Context: an optimization exercise on an open-source flow, tuned for small area. The choices shown serve that exercise and are no tape-out recipe. Function was checked by simulation only, so behaviour that the tests miss may differ from the original. Power and IR drop assume default switching activity.

==> inputs of onyx <==
==> flow/design.v (excerpt) <==
module rfm70_dispatch (
    input  wire        clk,
    input  wire        rst,
    input  wire [19:0] settle_cycles,
    input  wire        req_valid,
    output wire        req_ready,
    input  wire [3:0]  req_op,
    input  wire [7:0]  req_arg,
    input  wire [5:0]  req_len,
    output wire        rsp_valid,
    output wire [1:0]  rsp_err,
    output wire        rsp_has_status,
    output wire [7:0]  rsp_status,
    input  wire        buf_we,
    input  wire [4:0]  buf_addr,
    input  wire [7:0]  buf_wdata,
    output wire [7:0]  buf_rdata,
    output wire        spi_cs_n,
    output wire        spi_sck,
    output wire        spi_mosi,
    input  wire        spi_miso,
    input  wire        spi_fault,
    output reg         ce
);
Settings: LEC_CHECK=0, ABC_AREA=1, CAP_MARGIN=20, CORE_MARGIN=2, CORE_UTILIZATION=60, PLACE_DENSITY=0.75, SLEW_MARGIN=20; clock period 10.0 ns.
standard.sh (not shown) runs the stock make flow with config.mk's settings and CLKGATE_MAP_FILE= SYNTH_SCRIPT=/design/flow/synth_recipe.tcl, a recipe that flattens the netlist after the stock synthesis.
==> flow/flow/run.sh <==
#!/bin/bash
# Own layout flow: the standard layout (standard.sh, ORFS) with
#  - the payload buffer's read mux and write decoder (module rfm70_bufport,
#    combinational) black-boxed during synthesis and replaced, before the
#    design is flattened, by the hand-mapped netlist flow/bufport_gates.v
#    (own_synth.tcl is synth_recipe.tcl with that step added);
#  - an area-oriented ABC script for the rest of the combinational logic:
#    the synthesis is run (NUM_CORES at a time) with each script in
#    flow/abc/ and the smallest netlist is kept (registers are mapped by the
#    same dfflibmap step before ABC runs, so they keep the standard
#    synthesis's names and cell types; some scripts use ABC's time-limited
#    &deepsyn, so the kept synthesis results are used as they are, not made
#    again);
#  - the smallest buffer on each port;
#  - a clock tree of a few large clock buffers, without dummy loads.
# Each tool run's output goes to a log file of its own in this folder.
set -euo pipefail
W=$(pwd)
JOBS=${NUM_CORES:-4}
syn() {  # syn NAME: synthesis with flow/abc/NAME.script in orfs_try_NAME
  local s=$1
  rm -rf "$W/scripts_try_$s" "$W/orfs_try_$s"
  cp -r "$FLOW_HOME/scripts" "$W/scripts_try_$s"
  cp "$W/flow/abc/$s.script" "$W/scripts_try_$s/abc_area.script"
  bash standard.sh SCRIPTS_DIR="$W/scripts_try_$s" WORK_HOME="$W/orfs_try_$s" \
    SYNTH_SCRIPT="$W/flow/own_synth.tcl" SYNTH_BLACKBOXES=rfm70_bufport \
    OWN_BUFPORT_V="$W/flow/bufport_gates.v" synth > "$W/synth_try_$s.log" 2>&1
}
names=()
for f in "$W"/flow/abc/*.script; do names+=("$(basename "$f" .script)"); done
running=0
for s in "${names[@]}"; do
  syn "$s" &
  running=$((running + 1))
  if (( running >= JOBS )); then wait -n || true; running=$((running - 1)); fi
done
wait || true

best=""; best_area=""
for s in "${names[@]}"; do
  a=$(grep -o "Chip area for module '.rfm70_dispatch': [0-9.]*" \
        "$W"/orfs_try_$s/reports/*/rfm70_dispatch/base/synth_stat.txt 2>/dev/null | awk '{print $NF}' || true)
  if [[ -z "$a" || ! -f "$W/orfs_try_$s/results/sky130hd/rfm70_dispatch/base/1_synth.odb" ]]; then
    echo "abc script $s: failed" >> "$W/synth_tries.log"; continue
  fi
  echo "abc script $s: area $a (without rfm70_bufport)" >> "$W/synth_tries.log"
  if [[ -z "$best_area" ]] || awk -v a="$a" -v b="$best_area" 'BEGIN{exit !(a<b)}'; then
    best=$s; best_area=$a
  fi
done
echo "chosen: $best ($best_area)" >> "$W/synth_tries.log"
rm -rf "$W/orfs" "$W/scripts_own"
mv "$W/orfs_try_$best" "$W/orfs"
mv "$W/scripts_try_$best" "$W/scripts_own"
rm -rf "$W"/orfs_try_* "$W"/scripts_try_*

CTS="-sink_clustering_enable -repair_clock_nets -dont_use_dummy_load"
CTS="$CTS -buf_list sky130_fd_sc_hd__clkbuf_16 -sink_clustering_size 28 -sink_clustering_max_diameter 90"
bash standard.sh SCRIPTS_DIR="$W/scripts_own" \
  SYNTH_SCRIPT="$W/flow/own_synth.tcl" SYNTH_BLACKBOXES=rfm70_bufport \
  OWN_BUFPORT_V="$W/flow/bufport_gates.v" \
  BUFFER_PORTS_ARGS="-buffer_cell sky130_fd_sc_hd__buf_1" \
  CTS_ARGS="$CTS" \
  finish > "$W/flow_make.log" 2>&1
==> flow/flow/abc/e4.script <==
strash
dch -f
amap
strash
dch -f
map -a
strash
dch -f
amap
strash
dch -f
map -a
strash
dch -f
amap
strash
dch -f
map -a
strash
dch -f
amap
topo
==> flow/flow/own_synth.tcl <==
# synth_recipe.tcl, with the black-boxed rfm70_bufport replaced by its
# gate-level netlist before the design is flattened.
proc synth {args} { yosys synth -nofsm -noshare {*}$args }
source $::env(SCRIPTS_DIR)/synth.tcl
yosys delete rfm70_bufport
yosys read_verilog $::env(OWN_BUFPORT_V)
# left out here: clear keep_hierarchy, flatten, clean up, hide names made inside functions, write 1_2_yosys.v
Other scripts of this flow, unchanged in this note and not shown: flow/flow/bufport_gates.v
==> inputs of raven, as changes to onyx <==
==> flow/flow/abc/f2s3.script (new file) <==
strash
dch -f
map -a
strash
&get -n
&deepsyn -T 90 -S 3
&put
dch -f
map -a
strash
dch -f
amap
topo
==> flow/config.mk (replaced) <==
export PLATFORM = sky130hd
export DESIGN_NAME = rfm70_dispatch
export DESIGN_NICKNAME = rfm70_dispatch
export VERILOG_FILES = /design/flow/design.v
export SDC_FILE = /design/flow/constraint.sdc
export NUM_CORES = 4
export LEC_CHECK = 0
export ABC_AREA = 1
export CAP_MARGIN = 5
export CORE_MARGIN = 2
export CORE_UTILIZATION = 60
export PLACE_DENSITY = 0.75
export SLEW_MARGIN = 5
removed: flow/flow/abc/e4.script
==> inputs of umber, as changes to onyx <==
--- a/flow/design.v
+++ b/flow/design.v
@@ -121,22 +121,22 @@
     reg [19:0] cnt;
     reg [4:0]  pc;
     reg [3:0]  op_r;
     reg [7:0]  arg_r;
     reg [5:0]  len_r;
-    reg        fault;     
+    reg [1:0]  err;
     reg        bank_known;
     reg        bank;
     reg [7:0]  status;    
     reg [255:0] bufr;     
     wire idle = (state == S_IDLE);
     wire xfer = (state == S_XFER);
     assign req_ready = idle;
     assign rsp_valid = (state == S_RESP);
-    assign rsp_err   = fault ? E_TRANSPORT : chk;
+    assign rsp_err   = err;
     assign rsp_status = status;
-    assign rsp_has_status = !fault && (chk == E_OK) && !(op_r == OP_SETPWR && pc == 5'd0);
+    assign rsp_has_status = (err == E_OK) && !(op_r == OP_SETPWR && pc == 5'd0);
     assign spi_cs_n = !(xfer || state == S_HOLD);
     assign spi_sck  = xfer && cnt[1];
     wire [5:0]  pidx    = cnt[10:5];
     wire        is_cmd  = &cnt[10:5];
     wire [20:0] cnt_inc = {1'b0, cnt} + 21'd1;    
@@ -249,27 +249,27 @@
             default:             txbyte = bdata;
         endcase
     end
     wire [2:0] bitn = ~cnt[4:2];
     assign spi_mosi = is_cmd ? cmd[bitn] : txbyte[bitn];
-    wire [4:0] rn = arg_r[4:0];
-    wire       is01 = (op_r[3:1] == 3'b000);
-    wire       is25 = !op_r[3] && (op_r[2] ^ op_r[1]);
-    wire       n0   = (len_r == 6'd0);
-    wire       la_bad = arg_r[6] | arg_r[5] |
-                        (arg_r[7] ? (rn[4] | (&rn[3:0])) : (&rn[4:1]));
-    wire       w11  = arg_r[7] && (rn == 5'h0E);
-    wire       w4   = arg_r[7] && !w11;
-    wire       w5   = !arg_r[7] && (rn == 5'h0A || rn == 5'h0B || rn == 5'h10);
-    wire       gt1  = |len_r[5:1];
-    wire       gt4  = |len_r[5:3] | (len_r[2] & (len_r[1] | len_r[0]));
-    wire       gt5  = |len_r[5:3] | (len_r[2] & len_r[1]);
-    wire       gt11 = |len_r[5:4] | (len_r[3] & len_r[2]);
+    wire [4:0] rn = req_arg[4:0];
+    wire       is01 = (req_op[3:1] == 3'b000);
+    wire       is25 = !req_op[3] && (req_op[2] ^ req_op[1]);
+    wire       n0   = (req_len == 6'd0);
+    wire       la_bad = req_arg[6] | req_arg[5] |
+                        (req_arg[7] ? (rn[4] | (&rn[3:0])) : (&rn[4:1]));
+    wire       w11  = req_arg[7] && (rn == 5'h0E);
+    wire       w4   = req_arg[7] && !w11;
+    wire       w5   = !req_arg[7] && (rn == 5'h0A || rn == 5'h0B || rn == 5'h10);
+    wire       gt1  = |req_len[5:1];
+    wire       gt4  = |req_len[5:3] | (req_len[2] & (req_len[1] | req_len[0]));
+    wire       gt5  = |req_len[5:3] | (req_len[2] & req_len[1]);
+    wire       gt11 = |req_len[5:4] | (req_len[3] & req_len[2]);
     wire       tl01 = w11 ? gt11 : w4 ? gt4 : w5 ? gt5 : gt1;
-    wire       pipe_bad = op_r[2] && op_r[0] && (|arg_r[7:3] | (arg_r[2] & arg_r[1]));
-    wire       tl25 = len_r[5] && (|len_r[4:0]);
-    wire       inv  = (op_r == 4'd15) | (is01 & (la_bad | n0)) | (is25 & (pipe_bad | n0));
+    wire       pipe_bad = req_op[2] && req_op[0] && (|req_arg[7:3] | (req_arg[2] & req_arg[1]));
+    wire       tl25 = req_len[5] && (|req_len[4:0]);
+    wire       inv  = (req_op == 4'd15) | (is01 & (la_bad | n0)) | (is25 & (pipe_bad | n0));
     wire       big  = (is01 & tl01) | (is25 & tl25);
     wire [1:0] chk  = inv ? E_INVALID : big ? E_TOO_LARGE : E_OK;
     reg respond, ce_step;
     always @(*) begin
         ce_step = 1'b0;
@@ -280,11 +280,11 @@
             end
             OP_SETPWR: respond = (pc == 5'd0 && arg_r[7:2] != 6'd0) || (pc == 5'd2);
             OP_INIT:   respond = (pc == 5'd17);
             default:   respond = (pc == 5'd1);
         endcase
-        if (chk != E_OK || fault)
+        if (err != E_OK)
             respond = 1'b1;
     end
     integer k;
     always @(posedge clk) begin
         for (k = 0; k < 32; k = k + 1)
@@ -300,11 +300,11 @@
             S_IDLE: begin
                 if (req_valid) begin
                     op_r  <= req_op;
                     arg_r <= req_arg;
                     len_r <= req_len;
-                    fault <= 1'b0;
+                    err   <= chk;
                     pc    <= (req_op == OP_MODE && req_arg[1:0] != 2'd2) ? 5'd2 : 5'd0;
                     state <= S_RUN;
                 end
             end
             S_RUN: begin
@@ -325,11 +325,11 @@
                     {arg_r[7:2], len_r[1:0]} <= {arg_r[6:2], len_r[1:0], spi_miso};
                 if (shift && !is_cmd && resolve && cnt[4:2] == 3'd0)
                     bank <= spi_miso;
                 if (cnt[4:0] == 5'd31) begin
                     if (spi_fault) begin
-                        fault <= 1'b1;
+                        err   <= E_TRANSPORT;
                         state <= S_HOLD;
                     end else if (cnt_inc[10:5] == n_eff) begin
                         state <= S_HOLD;
                         if (resolve) begin
                             bank_known <= 1'b1;
==> flow/flow/run.sh (replaced) <==
#!/bin/bash
# Own layout flow: the standard layout (standard.sh, ORFS) with
#  - the payload buffer's read mux and write decoder (module rfm70_bufport,
#    combinational) black-boxed during synthesis and replaced, before the
#    design is flattened, by the hand-mapped netlist flow/bufport_gates.v
#    (own_synth.tcl is synth_recipe.tcl with that step added);
#  - an area-oriented ABC script for the rest of the combinational logic:
#    each script in flow/abc/ is tried and the one giving the smallest
#    netlist is kept (registers are mapped by the same dfflibmap step before
#    ABC runs, so they keep the standard synthesis's names and cell types);
#  - the smallest buffer on each port;
#  - a clock tree of a few large clock buffers, without dummy loads.
# Each tool run's output goes to a log file of its own in this folder.
set -euo pipefail
W=$(pwd)
rm -rf "$W/scripts_own"
cp -r "$FLOW_HOME/scripts" "$W/scripts_own"
SYN=(SCRIPTS_DIR="$W/scripts_own" SYNTH_SCRIPT="$W/flow/own_synth.tcl"
     SYNTH_BLACKBOXES=rfm70_bufport OWN_BUFPORT_V="$W/flow/bufport_gates.v")

best=""; best_area=""
for f in "$W"/flow/abc/*.script; do
  s=$(basename "$f" .script)
  cp "$f" "$W/scripts_own/abc_area.script"
  rm -rf "$W/orfs"
  if bash standard.sh "${SYN[@]}" synth > "$W/synth_try_$s.log" 2>&1; then
    a=$(grep -o "Chip area for module '.rfm70_dispatch': [0-9.]*" \
          "$W"/orfs/reports/*/rfm70_dispatch/base/synth_stat.txt | awk '{print $NF}')
    echo "abc script $s: area $a (without rfm70_bufport)" >> "$W/synth_tries.log"
    if [[ -n "$a" ]] && { [[ -z "$best_area" ]] || awk -v a="$a" -v b="$best_area" 'BEGIN{exit !(a<b)}'; }; then
      best=$s; best_area=$a
    fi
  else
    echo "abc script $s: failed" >> "$W/synth_tries.log"
  fi
done
echo "chosen: $best ($best_area)" >> "$W/synth_tries.log"
cp "$W/flow/abc/$best.script" "$W/scripts_own/abc_area.script"
rm -rf "$W/orfs"

CTS="-sink_clustering_enable -repair_clock_nets -dont_use_dummy_load"
CTS="$CTS -buf_list sky130_fd_sc_hd__clkbuf_16 -sink_clustering_size 28 -sink_clustering_max_diameter 90"
bash standard.sh "${SYN[@]}" \
  BUFFER_PORTS_ARGS="-buffer_cell sky130_fd_sc_hd__buf_1" \
  CTS_ARGS="$CTS" \
  finish > "$W/flow_make.log" 2>&1
==> flow/flow/abc/c4.script (new file) <==
strash
dch -f
map -a
strash
dch -f
map -a
strash
dch -f
map -a
strash
dch -f
amap
topo
==> flow/flow/abc/d3.script (new file) <==
strash
dch -f
map -a
strash
dch -f
map -a
strash
dch -f
map -a
strash
dch -f
map -a
strash
dch -f
map -a
strash
dch -f
map -a
strash
dch -f
amap
topo
==> flow/flow/abc/e1.script (new file) <==
strash
dch -f
map -a
strash
dch -f
map -a
strash
dch -f
map -a
strash
dch -f
map -a
strash
dch -f
map -a
strash
dch -f
map -a
strash
dch -f
map -a
strash
dch -f
map -a
strash
dch -f
amap
topo
==> flow/flow/abc/e7.script (new file) <==
strash
&get -n
&dch -f
&nf -a -R 1000
&put
strash
dch -f
map -a
strash
dch -f
map -a
strash
dch -f
amap
topo
--- a/flow/config.mk
+++ b/flow/config.mk
@@ -6,8 +6,8 @@
 export NUM_CORES = 4
 export LEC_CHECK = 0
 export ABC_AREA = 1
 export CAP_MARGIN = 20
 export CORE_MARGIN = 2
-export CORE_UTILIZATION = 60
+export CORE_UTILIZATION = 65
 export PLACE_DENSITY = 0.75
 export SLEW_MARGIN = 20
==> comparison <==
umber finished clean. onyx produced a clean layout. raven passed the timing, design-rule and antenna checks. Of onyx and umber, onyx has the higher critical path depth (gap 3). Between onyx and umber, the lower sequential share of layout area is in onyx (gap 0.098 points). The lowest clock skew belongs to raven, the highest to onyx. Between umber and onyx, the lower synthesized area is in onyx (gap about 0.5%, measured against onyx). Between umber and raven, the lower clock power is in umber (gap about 0.8%, measured against raven). Of raven and onyx, onyx has the higher non-clock buffer count (gap 3).
==> figures <==
Routing usage on met3: umber 0.0583; raven 0.0540; onyx 0.0462
Post-CTS clock slew at the launch and capture registers of the worst setup and hold paths: umber 0.11 ns; raven 0.09 ns; onyx 0.09 ns
Final cycle utilization of the critical path: umber 0.812; raven 0.816; onyx 0.840
Outcome: umber complete, no violations; raven complete, no violations; onyx complete, no violations
Largest clock skew in the final design: umber 0.0488 ns; raven 0.0379 ns; onyx 0.0907 ns
Critical path's slowest cell: umber sky130_fd_sc_hd__or2_0; raven sky130_fd_sc_hd__or2_0; onyx sky130_fd_sc_hd__o21ai_0
Slew of the pin with the lowest slew margin: umber 0.917 ns; raven 1.13 ns; onyx 1.23 ns
Cell Rows: umber 52; raven 54; onyx 54
Total power per unit cell area: umber 331 mW/mm^2; raven 291 mW/mm^2; onyx 374 mW/mm^2
Placeable Area: umber 0.0203 sq mm; raven 0.0218 sq mm; onyx 0.0219 sq mm
Main power-consuming group: umber registers; raven registers; onyx combinational cells
Post-layout worst setup margin: umber 1.88 ns; raven 1.84 ns; onyx 1.60 ns
Antenna violations before repair: umber 0; raven 0; onyx 1

-- static timing again, ports no longer ideal --
The results above use ideal ports. As a check the final layouts listed here were re-extracted and re-timed, cells and wires unchanged.
Step 1, drivers: a clkbuf_16 drives clk and a buf_2 each remaining input, both assumed.
Step 2 also shifts input and output timing later by t, the mid clock arrival at the registers, as if the neighbouring blocks saw the same clock.
Slacks: ideal / step 1 / step 2; pairs: ideal / step 1.
| run | t, ns | setup slack, ns | worst hold slack (ns) | latest minus earliest clock arrival (ns) |
|---|---|---|---|---|
| onyx | 0.535 | 1.597 / 1.545 / 1.992 | 0.450 / 0.450 / 0.450 | 0.092 / 0.092 |
| raven | 0.546 | 1.841 / 1.813 / 1.813 | 0.469 / 0.469 / 0.469 | 0.038 / 0.038 |
| umber | 0.542 | 1.877 / 1.850 / 1.850 | 0.460 / 0.460 / 0.460 | 0.049 / 0.049 |
After both steps every run listed still meets setup and hold. For raven, which loses most, drivers alone change the setup slack by -0.028 ns; drivers and shift together by -0.028 ns.
